What follows belongs to an exercise in optimizing a design on an open flow for small area, a short achievable clock period and few clock cycles per item; a production flow would make more cautious choices.
In this exercise RTL edits were held to simulation tests only and were not proved equivalent to the original.
Power and IR drop assume default switching activity.

**flow/constraint.sdc**
```tcl
create_clock -name core_clock -period 10.0 [get_ports {clk}]
set_input_delay 2.0000 -clock core_clock [delete_from_list [all_inputs] [get_ports {clk}]]
set_output_delay 2.0000 -clock core_clock [all_outputs]
set_load 0.01 [all_outputs]
```
**flow/design.v**
```verilog
module ams_frame_encoder (
    input  wire        clk,
    input  wire        rst,
    input  wire        in_valid,
    output wire        in_ready,
    input  wire        in_clear,
    input  wire        in_stream,      
    input  wire [15:0] in_year,
    input  wire [7:0]  in_month,
    input  wire [7:0]  in_day,
    input  wire [7:0]  in_wday,
    input  wire [7:0]  in_hour,
    input  wire [7:0]  in_minute,
    input  wire [7:0]  in_second,
    input  wire [31:0] in_p,
    input  wire [31:0] in_po,
    input  wire [31:0] in_q,
    input  wire [31:0] in_qo,
    input  wire [31:0] in_i1,
    input  wire [31:0] in_i2,
    input  wire [31:0] in_i3,
    input  wire [15:0] in_u1,
    input  wire [15:0] in_u2,
    input  wire [15:0] in_u3,
    input  wire [31:0] in_tpi,
    input  wire [31:0] in_tpo,
    input  wire [31:0] in_tqi,
    input  wire [31:0] in_tqo,
    output wire        out_valid,
    input  wire        out_ready,
    output wire [7:0]  out_data,
    output wire        out_last
);
    localparam [15:0] ADDR        = 16'h2B21;    
    localparam [7:0]  HDLC_FLAG   = 8'h7E;
    localparam [7:0]  CONTROL     = 8'h13;
    localparam [31:0] PROTO_MARK  = 32'hE6E7000F;
    localparam [31:0] DT_SUFFIX   = 32'hFF800000;
    localparam [7:0]  DT_COUNT    = 8'h0C;
    localparam [7:0]  STRUCT_TAG  = 8'h02;
    localparam [7:0]  TAG_U32     = 8'h06;
    localparam [7:0]  TAG_U16     = 8'h12;
    localparam [7:0]  TAG_ASCII   = 8'h0A;
    localparam [7:0]  TAG_OCTET   = 8'h09;
    localparam [8*10-1:0] LIST_LABEL = "TEST_V0001";
    localparam [8*16-1:0] METER_ID   = "1234567890123456";
    localparam [8*11-1:0] METER_TYPE = "TESTMETER01";
    localparam [15:0] LEN_POWER  = 16'd217;
    localparam [15:0] LEN_ENERGY = 16'd291;
    localparam [7:0] ST_OK         = 8'h00;
    localparam [7:0] ST_SUPPRESSED = 8'h01;
    function [15:0] crc16_byte;
        input [15:0] c_in;
        input [7:0]  d;
        integer k;
        reg [15:0] c;
        begin
            c = c_in ^ {8'h00, d};
            for (k = 0; k < 8; k = k + 1) begin
                if (c[0]) c = (c >> 1) ^ 16'h8408;
                else      c = c >> 1;
            end
            crc16_byte = c;
        end
    endfunction
    wire [7:0]  pk_minute = in_stream ? 8'd0  : in_minute;
    wire [7:0]  pk_second = in_stream ? 8'd55 : (in_second - (in_second % 8'd10));
    wire [95:0] pk_dt = {in_year, in_month, in_day, in_wday, in_hour,
                         pk_minute, pk_second, DT_SUFFIX};
    reg        busy;           
    reg [15:0] idx;            
    reg [15:0] rsp_len;        
    reg [7:0]  status;
    reg        r_stream;
    reg [95:0] r_dt;
    reg [31:0] r_p, r_po, r_q, r_qo, r_i1, r_i2, r_i3;
    reg [15:0] r_u1, r_u2, r_u3;
    reg [31:0] r_tpi, r_tpo, r_tqi, r_tqo;
    reg [15:0] crc;
    reg [7:0]  hcs_hi;
    reg        ls_valid [0:1];
    reg [95:0] ls_value [0:1];
    wire dup = ls_valid[in_stream] && (ls_value[in_stream] == pk_dt);
    assign in_ready = !busy;
    wire accept = in_valid && in_ready;
    wire [15:0] frame_len = r_stream ? LEN_ENERGY : LEN_POWER;
    wire [15:0] len_field = 16'hA000 + frame_len - 16'd2;
    wire [8*31-1:0] header = {
        HDLC_FLAG, len_field, ADDR, CONTROL, 16'h0000,
        PROTO_MARK, 32'h00000000,
        DT_COUNT, r_dt,
        STRUCT_TAG, (r_stream ? 8'd35 : 8'd25)
    };
    wire [8*183-1:0] power_entries = {
        TAG_ASCII, 8'd10, LIST_LABEL,
        TAG_OCTET, 8'd6, 48'h0101000005FF,
        TAG_ASCII, 8'd16, METER_ID,
        TAG_OCTET, 8'd6, 48'h0101600101FF,
        TAG_ASCII, 8'd11, METER_TYPE,
        TAG_OCTET, 8'd6, 48'h0101010700FF, TAG_U32, r_p,
        TAG_OCTET, 8'd6, 48'h0101020700FF, TAG_U32, r_po,
        TAG_OCTET, 8'd6, 48'h0101030700FF, TAG_U32, r_q,
        TAG_OCTET, 8'd6, 48'h0101040700FF, TAG_U32, r_qo,
        TAG_OCTET, 8'd6, 48'h01011F0700FF, TAG_U32, r_i1,
        TAG_OCTET, 8'd6, 48'h0101330700FF, TAG_U32, r_i2,
        TAG_OCTET, 8'd6, 48'h0101470700FF, TAG_U32, r_i3,
        TAG_OCTET, 8'd6, 48'h0101200700FF, TAG_U16, r_u1,
        TAG_OCTET, 8'd6, 48'h0101340700FF, TAG_U16, r_u2,
        TAG_OCTET, 8'd6, 48'h0101480700FF, TAG_U16, r_u3
    };
    wire [8*74-1:0] energy_tail = {
        TAG_OCTET, 8'd6, 48'h0001010000FF,
        TAG_OCTET, 8'd12, r_dt,
        TAG_OCTET, 8'd6, 48'h0101010800FF, TAG_U32, r_tpi,
        TAG_OCTET, 8'd6, 48'h0101020800FF, TAG_U32, r_tpo,
        TAG_OCTET, 8'd6, 48'h0101030800FF, TAG_U32, r_tqi,
        TAG_OCTET, 8'd6, 48'h0101040800FF, TAG_U32, r_tqo
    };
    wire [8*217-1:0] power_frame  = {header, power_entries, 16'h0000, HDLC_FLAG};
    wire [8*291-1:0] energy_frame = {header, power_entries, energy_tail, 16'h0000, HDLC_FLAG};
    wire [15:0] f = idx - 16'd3;
    wire [7:0] tmpl_byte = r_stream ? energy_frame[8*(290 - f) +: 8]
                                    : power_frame[8*(216 - f) +: 8];
    reg [7:0] frame_byte;
    always @* begin
        if (f == 16'd6)
            frame_byte = ~crc[7:0];
        else if (f == 16'd7)
            frame_byte = hcs_hi;
        else if (f == frame_len - 16'd3)
            frame_byte = ~crc[7:0];
        else if (f == frame_len - 16'd2)
            frame_byte = ~crc[15:8];
        else
            frame_byte = tmpl_byte;
    end
    reg [7:0] rsp_byte;
    always @* begin
        if (idx == 16'd0)
            rsp_byte = status;
        else if (idx == 16'd1)
            rsp_byte = frame_len[15:8];
        else if (idx == 16'd2)
            rsp_byte = frame_len[7:0];
        else
            rsp_byte = frame_byte;
    end
    assign out_valid = busy;
    assign out_data  = rsp_byte;
    assign out_last  = busy && (idx == rsp_len - 16'd1);
    wire send = out_valid && out_ready;
    always @(posedge clk) begin
        if (rst) begin
            busy        <= 1'b0;
            idx         <= 16'd0;
            ls_valid[0] <= 1'b0;
            ls_valid[1] <= 1'b0;
        end else if (accept) begin
            busy     <= 1'b1;
            idx      <= 16'd0;
            r_stream <= in_stream;
            r_dt     <= pk_dt;
            r_p   <= in_p;   r_po  <= in_po;  r_q   <= in_q;   r_qo  <= in_qo;
            r_i1  <= in_i1;  r_i2  <= in_i2;  r_i3  <= in_i3;
            r_u1  <= in_u1;  r_u2  <= in_u2;  r_u3  <= in_u3;
            r_tpi <= in_tpi; r_tpo <= in_tpo; r_tqi <= in_tqi; r_tqo <= in_tqo;
            if (in_clear) begin
                status      <= ST_OK;
                rsp_len     <= 16'd1;
                ls_valid[0] <= 1'b0;
                ls_valid[1] <= 1'b0;
            end else if (dup) begin
                status  <= ST_SUPPRESSED;
                rsp_len <= 16'd1;
            end else begin
                status  <= ST_OK;
                rsp_len <= (in_stream ? LEN_ENERGY : LEN_POWER) + 16'd3;
                ls_valid[in_stream] <= 1'b1;
                ls_value[in_stream] <= pk_dt;
            end
        end else if (send) begin
            if (out_last) begin
                busy <= 1'b0;
            end
            idx <= idx + 16'd1;
            if (idx == 16'd3)
                crc <= 16'hFFFF;
            else if (idx >= 16'd4 && f < frame_len - 16'd3)
                crc <= crc16_byte(crc, frame_byte);
            if (f == 16'd6)
                hcs_hi <= ~crc[15:8];
        end
    end
endmodule
```
**flow/config.mk**
```make
export PLATFORM = sky130hd
export DESIGN_NAME = ams_frame_encoder
export DESIGN_NICKNAME = ams_frame_encoder
export VERILOG_FILES = /design/flow/design.v
export SDC_FILE = /design/flow/constraint.sdc
export NUM_CORES = 4
export LEC_CHECK = 0
export CAP_MARGIN = 20
export CORE_MARGIN = 2
export CORE_UTILIZATION = 40
export SLEW_MARGIN = 20
```
**flow/run.sh**
```bash
#!/bin/bash
# synth_recipe.tcl (not shown) runs the flow's synth.tcl, then flattens the netlist and writes it again
# the make line also repeats each setting of config.mk as NAME=value (left out here)
make -C /OpenROAD-flow-scripts/flow DESIGN_CONFIG=/design/flow/config.mk WORK_HOME=/design/flow/orfs CLKGATE_MAP_FILE= SYNTH_SCRIPT=/design/flow/synth_recipe.tcl finish
```
==> results.toml <==
[clock_network]
clockRootBuffer = "clkbuf_16"
cts_buffers = 71
ctsResizeCount = 0
hold_buffers = 0
clk_pin_slew_ns = 0.06
clock_path_buffers = 3
clock-sinks = 640
clk_latency_ns = 0.69
cts_max_level = 3
cts_tree = "yes"
postCtsSetupRepairBufs = 0

[logic_synthesis]
synth_cell_types = 105
synth_top_family_by_area = "compound AO/OA/AOI/OAI gates"
synth_ff_type = "edfxtp_1"
yosys.area_share.simple_pct = 12.2
synth_top_cell_by_area = "edfxtp_1"
synth.top_cell.area_share_pct = 48.8
synth_compound_area_share_pct = 22.4
netlist_top_cells_area = "edfxtp_1 49%, o21ai_0 3.7%, a21oi_1 3.7%"
synth_warnings = 1
synthMuxAreaShare_pct = 7.25
synthArstFlopShare_pct = 0
mappedNetlistArea_sq_mm = 0.0382
synth_seq_cells = 640
synth_edf_count = 621
syn_inst = 3668
synth_fa_ha_area_share_pct = 0.655
synth.avg_cell_area_sq_um = 10.4
seq_area_frac_synth_pct = 49.8
synth_xor_area_share_pct = 3.36

[sta]
slew_headroom_pct = 20.4
rsz0062_at_grt = "false"
hold_viol = 0
min_period_ns = 9.24
fmax_mhz = 108
setup_viol = 0
worst_slew_pin_slew_ns = 1.18
skew_ns = 0.0342
drv_slew = 0
min_period_over_period_pct = 92.4

[global_route]
antenna_found_initial = 12
grt_pass1_vias = 34705
grt_use_total_pct = 40.7
grt_max_degree = 173
grt_first_pass_wirelength_um = 280000
gr-total-overflow = 0

[detailed_routing]
vias = 36723
drc_errors = 0
avgViaCountPerCell = 6.76
wirelength_um = 205000
antenna_left = 0
wire_per_inst_um = 37.8
dr.pass1.iters = 8
drt_iter0_drc = 5697

[layout]
finish.utilization_pct = 50.1
drive_above_1_share_pct = 11.7
area_delta_synth_final_pct = 24.3
fin_cells = 5432
final_nets = 4599

[power]
p_clk_share_pct = 40.2
leakagePower_nw = 15.8
swShare_pct = 25.6
p_int_w = 0.00484
power.density_mw_per_mm2 = 137
total_power_w = 0.00650
p_comb_share_pct = 11.7
vdd_ir_drop_max_v = 0.000192
switchingPower_w = 0.00166
seqPwrFrac_pct = 48.0

[worst_setup_path]
reg2reg_from = "idx[0]"
path_buf_inv = 3
crit_chain = "ha_2 -> buf_4 -> xor3_4 -> nand2_1 -> o22ai_1 -> a211oi_1 -> a21oi_1 -> nor3_2 -> a21oi_1 -> or4_1 -> a211oi_2 -> nor4_2 -> buf_4 -> o21ai_0 -> o211ai_1 -> a21oi_1 -> clkdlybuf4s50_1"
worstSetupPathType = "register to output pin"
critPathSlowestCell = "ha_2"
startpoint_type = "register"
cp-end-kind = "output pin"
cp_common_cell = "a21oi_1"
startpoint = "idx[0]"
slowest_delay_ns = 0.84
critPathTopFamily = "compound AO/OA/AOI/OAI gates"
arrival_ns = 7.24
critPathRequiredTime_ns = 8.00
cp_max_fo = 31

[placement]
hpwl_um = 154000
portBuffers = 479
gp_congestion = 1.03
dpl.cell_count = 5301

[status]
run_status = "timing/DRC/antenna clean"

[die]
start_util_pct = 40.3
die_y_um = 313
die_w_um = 313
ios = 481
core_area_sq_mm = 0.0949
dieArea_sq_mm = 0.0980
rows = 113

[flow_run]
maxCapViolations = 0

[hold_path]
worstHoldPathType = "register to register"
min_from = "idx[4]"
-- final timing paths --
path / to / slack, ns / depth (start not counted)
hold / removal: idx[4] / 0.56 / 2
hold reg to reg: idx[4] / 0.56 / 2
setup / recovery: out_data[1] / 0.76 / 17
setup reg to reg: crc[0] / 3.05 / 17
-- through the flow --
step           setup TNS (ns)  cell area (sq um)  worst slack [ns]  hold WS, ns
2_1_floorplan         -150.16              38200             -1.17        0.513
3_3_place_gp                0              45200              1.66        0.533
3_5_place_dp                0              45200              1.67        0.557
4_1_cts                     0              47500             0.933        0.565
5_1_grt                     0              47500             0.680        0.575
6_report                    0              47500             0.762        0.560
-- per-layer routing --
| layer | vias up | track usage [%] | routed length (um) |
|---|---|---|---|
| li1 | 15242 | - | - |
| met1 | 18207 | 52.2 | 77900 |
| met2 | 2651 | 62.6 | 91100 |
| met3 | 613 | 10.7 | 22700 |
| met4 | 10 | 22.5 | 13500 |
| met5 | - | 0 | 66 |
-- tightest hold or removal path: cells and delay by family (launching register included) --
| family | cells | cell delay (ns) |
|---|---|---|
| xor gates and xnor gates | 1 | 0.08 |
| DFF | 1 | 0.37 |
| and+or+nand+nor | 1 | 0.08 |
-- power groups by stage --
| stage | combinational, W | clock [W] | sequential (W) |
|---|---|---|---|
| after floorplan | 0.000333 | 0 | 0.00315 |
| after global placement | 0.000738 | 0 | 0.00317 |
| after detailed placement | 0.000741 | 0 | 0.00317 |
| after CTS | 0.000745 | 0.00266 | 0.00312 |
| after global routing | 0.000795 | 0.00276 | 0.00312 |
| final | 0.000763 | 0.00262 | 0.00312 |
-- sequential cells by signal, indices dropped and copies added (netlist names), 32 cells and up --
signal	flops
r_i3	32
ls_value	128
r_dt	64
r_q	32
r_qo	32
r_i1	32
r_p	32
r_tqi	32
r_po	32
r_i2	32
r_tpi	32
r_tpo	32
r_tqo	32
-- synth_stat cells, types with 14 or more instances --
master       n
edfxtp_1   621
nand2_1    287
and2_1      21
a2111oi_0   26
mux2_2      29
buf_1       41
inv_1       52
a31oi_1     87
o2111ai_1   28
a221o_1     15
xnor2_1     76
dfxtp_1     19
nor3_1      95
a22oi_1     27
nand4_1     31
or3_1       21
o21ai_0    282
a21oi_1    280
mux2i_1    131
a221oi_1    39
nor4_1      24
o221ai_1    24
and3_1      34
a21o_1      18
o31ai_1     37
o211ai_1    48
nand3_1    100
xor2_1      57
o22ai_1     62
ha_1        20
a311oi_1    30
nor2b_1     35
o311ai_0    29
a32o_1      14
a211oi_1    61
mux4_2      48
clkbuf_1   182
nand2b_1    22
o21a_1      17
buf_2      108
nor2_1     264
a32oi_1     19
-- area by class of cell --
type | instances | area, sq um
inverters | 56 | 213
diodes | 3 | 7.51
repair buffers | 704 | 6620
flip-flops and latches | 640 | 19000
clock inverters | 41 | 448
multi-input cells | 2636 | 17700
clock buffers | 87 | 1860
well taps | 1265 | 1580
fillers | 8695 | 47400
-- kinds of logic after synthesis --
logic type | Yosys count
flip-flops | 640
AO/OA/AOI/OAI | 1277
buffers and inverters | 394
other | 1
adder cells (fa/ha/maj) | 20
XOR/XNOR | 139
AND/OR/NAND/NOR | 986
multiplexers | 211
-- layout by cell type (no fill, tap or decap), drive strengths merged, types with 35 or more instances in the layout --
master         synthesis  final
edfxtp               621    621
clkdlybuf4s50          0    478
o21ai                294    294
nand2                288    288
a21oi                281    281
nor2                 265    265
buf                  156    226
mux2i                134    134
nor3                 101    101
nand3                100    100
a31oi                 89     89
clkbuf               182     87
xnor2                 79     79
a211oi                63     63
o22ai                 62     62
inv                   54     59
xor2                  57     57
mux4                  48     48
o211ai                48     48
a221oi                39     39
o31ai                 39     39
nor2b                 35     35
Testbench counts, summed over its fixed seeds: cycles 73,596, items 512.

==> afterwards: timing with drivers on the ports <==
The flow's constraints put no driver on any port. The routed layout listed below was extracted and timed again, unchanged, in two steps.
Step 1, drivers: a clkbuf_16 drives clk and a buf_2 each remaining input, both assumed.
Step 2 also shifts input and output timing later by t, the mid clock arrival at the registers, as if the neighbouring blocks saw the same clock.
Three values: ideal ports, drivers, drivers and shift; two values: the first two.
t, ns: 0.748
slack for setup (ns): 0.762 / 0.685 / 1.433
worst setup path after step 2: register to output
latest minus earliest clock arrival (ns): 0.041 / 0.041
pins driven straight from the clock port: 1
After both steps setup and hold are still met in this run. The setup slack of this run moves by -0.077 ns with the drivers and by +0.671 ns with both steps.
